From an optimization exercise on the open Yosys and OpenROAD flow, aimed at small area, a short achievable clock period and few clock cycles per item; shortcuts taken in it are not production practice.
Only simulation tests tie the RTL to the original design; equivalence was not proved.
No activity file was given, so power comes from the tool's default toggle rates.

== lane 4 ==
// ptcb_pixel_engine
module ptcb_pixel_engine (
    input  wire        clk,
    input  wire        rst,
    input  wire        in_valid,
    output wire        in_ready,
    input  wire [15:0] in_cmd,
    input  wire [63:0] in_data,
    output wire        out_valid,
    input  wire        out_ready,
    output wire [31:0] out_result,
    output wire [1:0]  out_err
);
Size: ~2100 cells after synthesis, roughly 270 flip-flops, roughly 120 I/O pins.
export LEC_CHECK = 0
export CAP_MARGIN = 20
export CORE_MARGIN = 2
export CORE_UTILIZATION = 40
export SLEW_MARGIN = 20
create_clock -name core_clock -period 26.0 [get_ports {clk}]
standard.sh (not shown) runs the stock make flow with config.mk's settings and CLKGATE_MAP_FILE= SYNTH_SCRIPT=/design/flow/synth_recipe.tcl, a recipe that flattens the netlist after the stock synthesis.
==> flow/flow/run.sh <==
#!/bin/bash
# Standard layout, with the port buffers made of buf_2 cells and the setup
# repair steps asked for extra slack margin.
set -euo pipefail
bash standard.sh "BUFFER_PORTS_ARGS=-buffer_cell sky130_fd_sc_hd__buf_2" SETUP_SLACK_MARGIN=19.8 finish > standard_flow.log 2>&1
The flow did not stop early for lane 4: all stages ran, and the layout cleared the timing, design-rule and antenna checks.
Testbench counts of lane 4, summed over its fixed seeds: cycles 32,032, items 32,000.
## Diff of input files: lane 2 against lane 4
--- a/flow/design.v
+++ b/flow/design.v
@@ -10,13 +10,13 @@
     output wire [31:0] out_result,
     output wire [1:0]  out_err
 );
     reg        v1;
     reg [15:0] c1;
     reg [63:0] d1;
-    reg        sa_s, sa_lm, sa_d;           
+    reg        sa_s, sa_lm, sa_dm, sa_d;    
     reg        sv_s, sv_lm, sv_dm, sv_d;    
     wire [3:0] i_op     = in_cmd[3:0];
     wire       i_scalar = (i_op == 4'd3) || (i_op == 4'd4);
     wire       i_blend  = (i_op == 4'd7);
     wire       i_mdm    = (in_cmd[8:7] == 2'd0) && (in_cmd[12:11] == 2'd2);
     wire       i_md     = (in_cmd[8:7] == 2'd1) && (in_cmd[12:11] == 2'd1);
@@ -44,13 +44,13 @@
     wire [23:0] s_rgb = d1[23:0];                  
     function [23:0] dec565;
         input [15:0] w;
         dec565 = {w[15:11], 3'b000, w[10:5], 2'b00, w[4:0], 3'b000};
     endfunction
     wire [23:0] ga = ({24{sa_s}}  & s_rgb) | ({24{sa_lm}} & dec565(w_lm)) |
-                     ({24{sa_d}} & dec565(w_d));
+                     ({24{sa_dm}} & dec565(w_dm)) | ({24{sa_d}} & dec565(w_d));
     wire [7:0] ga_r = ga[23:16];
     wire [7:0] ga_g = ga[15:8];
     wire [7:0] ga_b = ga[7:0];
     wire [27:0] lum_a_t = 28'd182133370
                           + ({20'd0, ~ga_r} << 0)
                           + ({20'd0, ga_r} << 4)
@@ -124,22 +124,20 @@
     wire [6:0] ca_g = w_l[10:5]  + w_d[10:5];
     wire [5:0] ca_b = w_l[4:0]   + w_d[4:0];
     reg        a_mix;        
     reg  [1:0] a_mmode;      
     reg  [1:0] a_amode;      
     reg        a_gs;         
-    reg        a_gb;         
     reg        a_sg;         
     reg [23:0] a_raw;
     reg  [1:0] a_err;
     always @(*) begin
         a_mix   = 1'b0;
         a_mmode = 2'd0;
         a_amode = 2'd0;
         a_gs    = gsel;
-        a_gb    = (chan == 2'd0) && (c1[12:11] == 2'd2);
         a_sg    = 1'b0;
         a_raw   = 24'd0;
         a_err   = 2'd0;
         if (!legal) begin
             a_err = 2'd1;
         end else begin
@@ -170,19 +168,19 @@
                 4'd5, 4'd8: a_err = 2'd3;
                 default: ;
             endcase
         end
     end
     reg        v2;
-    reg        k2_mix, k2_gs, k2_gb, k2_sg;
+    reg        k2_mix, k2_gs, k2_sg;
     reg  [1:0] k2_mmode, k2_amode;
     reg  [7:0] lum_a2, lum_b2, avg2;
     reg [31:0] p2;           
     wire [7:0] bm = (k2_mmode == 2'd1) ? avg2 :
                     (k2_mmode == 2'd2) ? (lum_a2 | lum_b2) : 8'd0;
-    wire [7:0] grey = !k2_gs ? avg2 : k2_gb ? lum_b2 : lum_a2;
+    wire [7:0] grey = k2_gs ? lum_a2 : avg2;
     wire [7:0] alpha = (k2_amode == 2'd0) ? 8'h00 :
                        (k2_amode == 2'd1) ? 8'hFF :
                        (k2_amode == 2'd2) ? grey : ~grey;
     function [13:0] mixn;
         input [5:0] x, y;
         input [7:0] m;
@@ -204,19 +202,16 @@
     reg        k3_mix;
     reg  [7:0] al3;
     reg [39:0] p3;           
     wire [12:0] q_nr = p3[39:27];
     wire [13:0] q_ng = p3[26:13];
     wire [12:0] q_nb = p3[12:0];
-    wire [5:0] cy_r = q_nr[4:0] + q_nr[12:8] + (q_nr[7] & q_nr[6] & q_nr[5]);
-    wire [6:0] cy_g = q_ng[5:0] + q_ng[13:8] + (q_ng[7] & q_ng[6]);
-    wire [5:0] cy_b = q_nb[4:0] + q_nb[12:8] + (q_nb[7] & q_nb[6] & q_nb[5]);
-    wire [7:0] mq_r = q_nr[12:5] + cy_r[5];
-    wire [7:0] mq_g = q_ng[13:6] + cy_g[6];
-    wire [7:0] mq_b = q_nb[12:5] + cy_b[5];
-    wire [31:0] b_result = k3_mix ? {al3, mq_r, mq_g, mq_b}
+    wire [20:0] t_r = {q_nr, 8'd0} + q_nr + 21'd32;
+    wire [21:0] t_g = {q_ng, 8'd0} + q_ng + 22'd64;
+    wire [20:0] t_b = {q_nb, 8'd0} + q_nb + 21'd32;
+    wire [31:0] b_result = k3_mix ? {al3, t_r[20:13], t_g[21:14], t_b[20:13]}
                                   : {al3, p3[23:0]};
     wire [1:0]  b_err    = k3_mix ? 2'd0 : p3[25:24];
     reg        ov, kv, rdy;
     reg [31:0] o_res, k_res;
     reg [1:0]  o_err, k_err;
     wire en    = !kv;                   
@@ -247,23 +242,23 @@
     end
     always @(posedge clk) begin
         if (en) begin
             c1    <= in_cmd;
             d1    <= in_data;
             sa_s  <= i_scalar;
-            sa_lm <= !i_scalar && (i_blend || !i_md);
+            sa_lm <= !i_scalar && (i_blend || !(i_mdm || i_md));
+            sa_dm <= !i_scalar && !i_blend && i_mdm;
             sa_d  <= !i_scalar && !i_blend && i_md;
             sv_s  <= i_scalar;
             sv_lm <= !i_scalar && !i_blend && !(i_mdm || i_md);
             sv_dm <= !i_scalar && (i_blend || i_mdm);
             sv_d  <= !i_scalar && !i_blend && i_md;
             k2_mix   <= a_mix;
             k2_mmode <= a_mmode;
             k2_amode <= a_amode;
             k2_gs    <= a_gs;
-            k2_gb    <= a_gb;
             k2_sg    <= a_sg;
             lum_a2   <= lum_a;
             lum_b2   <= lum_b;
             avg2     <= avg_v;
             p2       <= a_mix ? {wx, w_d} : {6'd0, a_err, a_raw};
             k3_mix <= k2_mix;
## What came out
- In the metrics for lane 2 and lane 4, the one carrying the lower met2 wirelength from detailed routing is lane 4.
- Lane 2: area share of fa/ha/maj cells after synthesis 0.57 points below lane 4
- Lane 2 — CTS buffer count 14% lower, lane 4 as reference
- Going from lane 4 to lane 2, power in the clock group shrinks by 6.6%.
- Compared with lane 4, lane 2 instantiates a larger number of standard cells.
- Sort lane 2 and lane 4 by met1 wire length, ascending, and lane 4 comes first.
- Compared with lane 4, lane 2 shows number of instances resized during post-cts repair lower by 11.
- The count of clock-net buffers in the final layout in lane 2 sits 24% below the value recorded for lane 4.
- For core utilization, lane 4 and lane 2 come out practically identical.
- Of lane 2 and lane 4, lane 4 shows the lower final critical-path required period, with lane 2 above it.
- The critical path depth of lane 4 and that of lane 2 are within noise of each other.
- Going from lane 4 to lane 2, the synthesized cell count was found to have gone down by 0.92%.
Testbench counts of lane 2, summed over its fixed seeds: cycles 32,032, items 32,000.

[what the ideal ports hide]
How much do the figures lean on ideal ports? The routed layouts below were timed once more, with nothing changed but the port constraints. Step 1: set_driving_cell puts a clkbuf_16 on clk and a buf_2 on each other input, an assumption about the parent block. Step 2 also shifts input and output timing later by t, the mid clock arrival at the registers, as if the neighbouring blocks saw the same clock. a / b / c = no drivers / after step 1 / after step 2; a / b = the first two.
run | t, ns | setup slack, ns | worst hold slack (ns) | worst setup path after step 2
lane 4 | 0.589 | 19.741 / 19.681 / 19.659 | 0.469 / 0.469 / 0.469 | input to register
lane 2 | 0.650 | 19.667 / 19.611 / 19.444 | 0.452 / 0.452 / 0.452 | input to register
After both steps every run listed still meets setup and hold. For lane 2, which loses most, drivers alone change the setup slack by -0.056 ns; drivers and shift together by -0.223 ns.
